What follows belongs to an exercise in optimizing a design on an open flow for small area and a short achievable clock period; a production flow would make more cautious choices. RTL that was checked went through simulation tests only; none was proved equivalent to the original.

==> inputs of job 5038 <==
Design fdc_read, start of the top module:
module fdc_read (
    input  wire        clk,
    input  wire        rst,
    input  wire        drive_active,
    input  wire        flux,
    input  wire        wr_en,
    input  wire [2:0]  wr_port,
    input  wire [15:0] wr_data,
    input  wire        rd_en,
    output wire [15:0] status,
    output reg         mem_we,
    output wire [31:0] mem_addr,
    output wire [15:0] mem_wdata,
    output reg         irq_sync,
    output reg         irq_done
);
export LEC_CHECK = 0
export CAP_MARGIN = 20
export CORE_MARGIN = 2
export CORE_UTILIZATION = 70
export SETUP_SLACK_MARGIN = 4.4
export SLEW_MARGIN = 20
create_clock -name core_clock -period 7.0 [get_ports {clk}]
standard.sh (not shown) runs the stock make flow with config.mk's settings and CLKGATE_MAP_FILE= SYNTH_SCRIPT=/design/flow/synth_recipe.tcl, a recipe that flattens the netlist after the stock synthesis.
==> flow/flow/run.sh <==
#!/bin/bash
# Standard ORFS layout (the standard.sh) with these changes:
#  - port buffers are sky130_fd_sc_hd__buf_2 instead of the resizer's default
#    choice (a delay cell);
#  - clock tree synthesis without dummy loads;
#  - the slow multi-input OR cells are not used (synthesis maps to NOR/NAND
#    forms instead); they are added to the platform's own don't-use list.
set -euo pipefail
export BUFFER_PORTS_ARGS="-buffer_cell sky130_fd_sc_hd__buf_2"
export CTS_ARGS="-sink_clustering_enable -repair_clock_nets -buf_list sky130_fd_sc_hd__clkbuf_8 -dont_use_dummy_load"
platform="sky130_fd_sc_hd__lpflow_bleeder_1 sky130_fd_sc_hd__lpflow_clkbufkapwr_1 sky130_fd_sc_hd__lpflow_clkbufkapwr_16 sky130_fd_sc_hd__lpflow_clkbufkapwr_2 sky130_fd_sc_hd__lpflow_clkbufkapwr_4 sky130_fd_sc_hd__lpflow_clkbufkapwr_8 sky130_fd_sc_hd__lpflow_clkinvkapwr_1 sky130_fd_sc_hd__lpflow_clkinvkapwr_16 sky130_fd_sc_hd__lpflow_clkinvkapwr_2 sky130_fd_sc_hd__lpflow_clkinvkapwr_4 sky130_fd_sc_hd__lpflow_clkinvkapwr_8 sky130_fd_sc_hd__lpflow_decapkapwr_12 sky130_fd_sc_hd__lpflow_decapkapwr_3 sky130_fd_sc_hd__lpflow_decapkapwr_4 sky130_fd_sc_hd__lpflow_decapkapwr_6 sky130_fd_sc_hd__lpflow_decapkapwr_8 sky130_fd_sc_hd__lpflow_inputiso0n_1 sky130_fd_sc_hd__lpflow_inputiso0p_1 sky130_fd_sc_hd__lpflow_inputiso1n_1 sky130_fd_sc_hd__lpflow_inputiso1p_1 sky130_fd_sc_hd__lpflow_inputisolatch_1 sky130_fd_sc_hd__lpflow_isobufsrc_1 sky130_fd_sc_hd__lpflow_isobufsrc_16 sky130_fd_sc_hd__lpflow_isobufsrc_2 sky130_fd_sc_hd__lpflow_isobufsrc_4 sky130_fd_sc_hd__lpflow_isobufsrc_8 sky130_fd_sc_hd__lpflow_isobufsrckapwr_16 sky130_fd_sc_hd__lpflow_lsbuf_lh_hl_isowell_tap_1 sky130_fd_sc_hd__lpflow_lsbuf_lh_hl_isowell_tap_2 sky130_fd_sc_hd__lpflow_lsbuf_lh_hl_isowell_tap_4 sky130_fd_sc_hd__lpflow_lsbuf_lh_isowell_4 sky130_fd_sc_hd__lpflow_lsbuf_lh_isowell_tap_1 sky130_fd_sc_hd__lpflow_lsbuf_lh_isowell_tap_2 sky130_fd_sc_hd__lpflow_lsbuf_lh_isowell_tap_4 sky130_fd_sc_hd__probe_p_8 sky130_fd_sc_hd__probec_p_8 "
slow=""
for c in or3_1 or3_2 or3_4 or3b_1 or3b_2 or3b_4 or4_1 or4_2 or4_4 or4b_1 or4b_2 or4b_4 or4bb_1 or4bb_2 or4bb_4; do
  slow="$slow sky130_fd_sc_hd__$c"
done
bash standard.sh "DONT_USE_CELLS=$platform$slow" finish > standard_flow.log 2>&1
==> job 9264: changes against job 5038 <==
--- a/flow/design.v
+++ b/flow/design.v
@@ -1,7 +1,8 @@
 module fdc_pll (
     input  wire [10:0] counter,
+    input  wire        ended_r,
     input  wire [4:0]  inc5,
     input  wire [2:0]  pcnt,
     input  wire [1:0]  fcls,
     input  wire        dir,
     input  wire [1:0]  hist,
@@ -23,17 +24,36 @@
     wire [4:0] inc_dn = (inc5 == 5'd6)  ? inc5 : inc5 - 5'd1;
     assign inc5_n   = fact ? (dir ? inc_dn : inc_up) : inc5;
     assign pcnt_dec = pnz ? pcnt - 3'd1 : 3'd0;
     wire [5:0] c_hi = counter[10:5];
     wire [5:0] r1   = {1'b0, counter[4:0]} + {1'b0, inc5};        
+    wire [6:0] r2   = {2'b0, counter[4:0]} + {1'b0, inc5, 1'b0};  
     wire [5:0] l2   = {1'b0, counter[4:0]} + 6'd2;
     wire [10:0] s_fast = {c_hi + 6'd8 + {5'd0, l2[5]}, l2[4:0]};    
     wire [10:0] s_slow = {c_hi + 6'd1 + {5'd0, l2[5]}, l2[4:0]};    
     wire [10:0] s_inc  = {c_hi + 6'd4 + {5'd0, r1[5]}, r1[4:0]};    
     assign cnext = pnz ? (dir ? s_slow : s_fast) : s_inc;
-    assign ended_n = pnz ? (dir ? counter >= 11'd2014 : counter >= 11'd1790)
-                         : (c_hi[5:2] == 4'b1111) || (c_hi == 6'b111011 && r1[5]);
+    function ge_split(input [5:0] ch, input [6:0] r, input [10:0] t);
+        begin
+            ge_split = (ch > t[10:5]) ||
+                       (ch == t[10:5]         && r >= {2'b00, t[4:0]}) ||
+                       (ch == t[10:5] - 6'd1  && r >= {2'b00, t[4:0]} + 7'd32) ||
+                       (ch == t[10:5] - 6'd2  && r >= {2'b00, t[4:0]} + 7'd64) ||
+                       (ch == t[10:5] - 6'd3  && r >= {2'b00, t[4:0]} + 7'd96);
+        end
+    endfunction
+    wire fup = (fcls == F_SAME) && !dir && inc5 != 5'd31;
+    wire fdn = (fcls == F_SAME) &&  dir && inc5 != 5'd6;
+    wire [6:0] r1x = {1'b0, r1};
+    reg  end_pre;
+    always @* begin
+        if (pgt1)          end_pre = dir ? (counter >= 11'd1980) : (counter >= 11'd1532);
+        else if (pcnt[0])  end_pre = dir ? (fdn ? ge_split(c_hi, r1x, 11'd1887) : ge_split(c_hi, r1x, 11'd1886))
+                                         : (fup ? ge_split(c_hi, r1x, 11'd1661) : ge_split(c_hi, r1x, 11'd1662));
+        else               end_pre = ge_split(c_hi, r2, 11'd1792);
+    end
+    assign ended_n = !ended_r && end_pre;
     assign cT = lat_v ? lat_c : counter[10:8];
     wire [1:0] qT = cT[2] ? cT[1:0] : ~cT[1:0];
     assign pcnt_T = {1'b0, qT} + 3'd1;
     assign fcls_T = ((hist == 2'd0 && !cT[2]) || (hist == 2'd3 && cT[2])) ? F_SAME :
                     (hist == 2'd1 || hist == 2'd2) ? F_M1 : F_NONE;
@@ -108,10 +128,11 @@
     localparam [2:0] S_IDLE = 3'b000, S_WAIT = 3'b110, S_BYTE0 = 3'b100, S_BYTE1 = 3'b101;
     localparam [1:0] H_NONE = 2'd0, H_HI = 2'd1, H_LO = 2'd2, H_ZERO = 2'd3;
     reg running;
     reg run_st;     
     reg [10:0] counter;   
+    reg        ended_r;   
     reg [4:0]  inc5;      
     reg [1:0]  hist;
     reg [2:0]  pcnt;
     reg [1:0]  fcls;
     reg        dir;
@@ -138,16 +159,15 @@
     wire        ended_n;
     wire [4:0]  inc5_n;
     wire [2:0]  pcnt_dec, cT, pcnt_T;
     wire [1:0]  fcls_T;
     fdc_pll u_pll (
-        .counter(counter), .inc5(inc5), .pcnt(pcnt), .fcls(fcls),
+        .counter(counter), .ended_r(ended_r), .inc5(inc5), .pcnt(pcnt), .fcls(fcls),
         .dir(dir), .hist(hist), .lat_v(lat_v), .lat_c(lat_c),
         .cnext(cnext), .ended_n(ended_n), .inc5_n(inc5_n), .pcnt_dec(pcnt_dec),
         .cT(cT), .pcnt_T(pcnt_T), .fcls_T(fcls_T)
     );
-    wire ended_r = ended_n;         
     wire v = lat_v | flux;           
     wire bv = running & ended_r;     
     wire m1, m0, c8, spm1, spm0, sps1, sps0, due1, due0;
     wire [2:0] bcnt_inc;
     fdc_live u_live (
@@ -208,23 +228,24 @@
         B <= wr_data;
         A <= L;         
         if (wr_len) pend <= wr_data;      
         if (bv8 && st_b0) hi <= byte_v;   
         if (rst) begin
-            counter <= 11'd0; inc5 <= 5'd18; hist <= 2'd0;
+            counter <= 11'd0; ended_r <= 1'b0; inc5 <= 5'd18; hist <= 2'd0;
             pcnt <= 3'd0; lat_v <= 1'b0;
             shift <= 16'd0; bcnt <= 3'd0; st_sync <= 1'b0; st_ready <= 1'b0; st_data <= 8'd0;
             len <= 16'd0; pz <= 1'b1; sync_r <= 16'd0; ctl10 <= 1'b0; dmaen <= 1'b0;
             state <= S_IDLE;
             F <= 1'b0; H <= H_ZERO;
             mem_we <= 1'b0; irq_sync <= 1'b0; irq_done <= 1'b0;
         end else begin
             if (start) begin
-                counter <= 11'd0; inc5 <= 5'd18; hist <= 2'd0;
+                counter <= 11'd0; ended_r <= 1'b0; inc5 <= 5'd18; hist <= 2'd0;
                 pcnt <= 3'd0; lat_v <= 1'b0;
             end else if (running) begin
                 counter <= cnext;
+                ended_r <= ended_n;
                 inc5    <= inc5_n;
                 if (ended_r) begin
                     lat_v <= 1'b0;
                     if (v) begin
                         pcnt <= pcnt_T; fcls <= fcls_T; dir <= cT[2];
Settings changed: CORE_UTILIZATION 70 to 65.
==> flow_metrics.py <==
metrics = {
    "finish": {
        "nets": 1049,
        "multi_input_gates": 675,
        "sh_seq_area": 0.411,
    },
    "yosys": {
        "synth_cells": 926,
    },
    "status": {
        "status": "complete, no violations",
    },
    "timing": {
        "relSlewSlack": 0.425,
    },
}
[end of results for job 9264]
==> flow_metrics.py <==
metrics = {
    "status": {
        "status": "complete, no violations",
    },
    "critical_path": {
        "crit_fanout": 5,
        "critPathKind": "in2reg",
    },
    "finish": {
        "nets": 1026,
        "multi_input_gates": 650,
        "sh_seq_area": 0.406,
    },
    "timing": {
        "relSlewSlack": 0.341,
    },
    "detailed_routing": {
        "route.met3.wl_um": 1500,
    },
    "yosys": {
        "synth_cells": 887,
    },
    "grt": {
        "use_met3": 0.0561,
    },
}
[end of results for job 5038]
Function not checked in job 5038: the RTL went through the layout flow alone.

[port drivers added, routing unchanged]
Ports are ideal in the flow. The routed layouts listed here were re-timed in OpenROAD. Step 1 sets driving cells, clkbuf_16 on the clock port and buf_2 on the other inputs (assumed; they add their load-dependent delay and slew). Step 2 adds t to the input delays and takes it off the output delays; t is the mean of the earliest and latest rising clock arrival at the registers after step 1. Input paths then give back, and output paths get back, about the clock's delay inside the block. Slacks: no drivers / after step 1 / after step 2; pairs: no drivers / after step 1.
| run | t, ns | slack for setup (ns) | worst data-port slew with drivers (ns) |
|---|---|---|---|
| job 5038 | 0.482 | 4.265 / 4.267 / 3.787 | 0.09 |
| job 9264 | 0.482 | 4.403 / 4.368 / 3.946 | 0.06 |
After both steps setup and hold are still met in every run listed. For job 5038, which loses most, drivers alone change the setup slack by +0.002 ns; drivers and shift together by -0.478 ns.
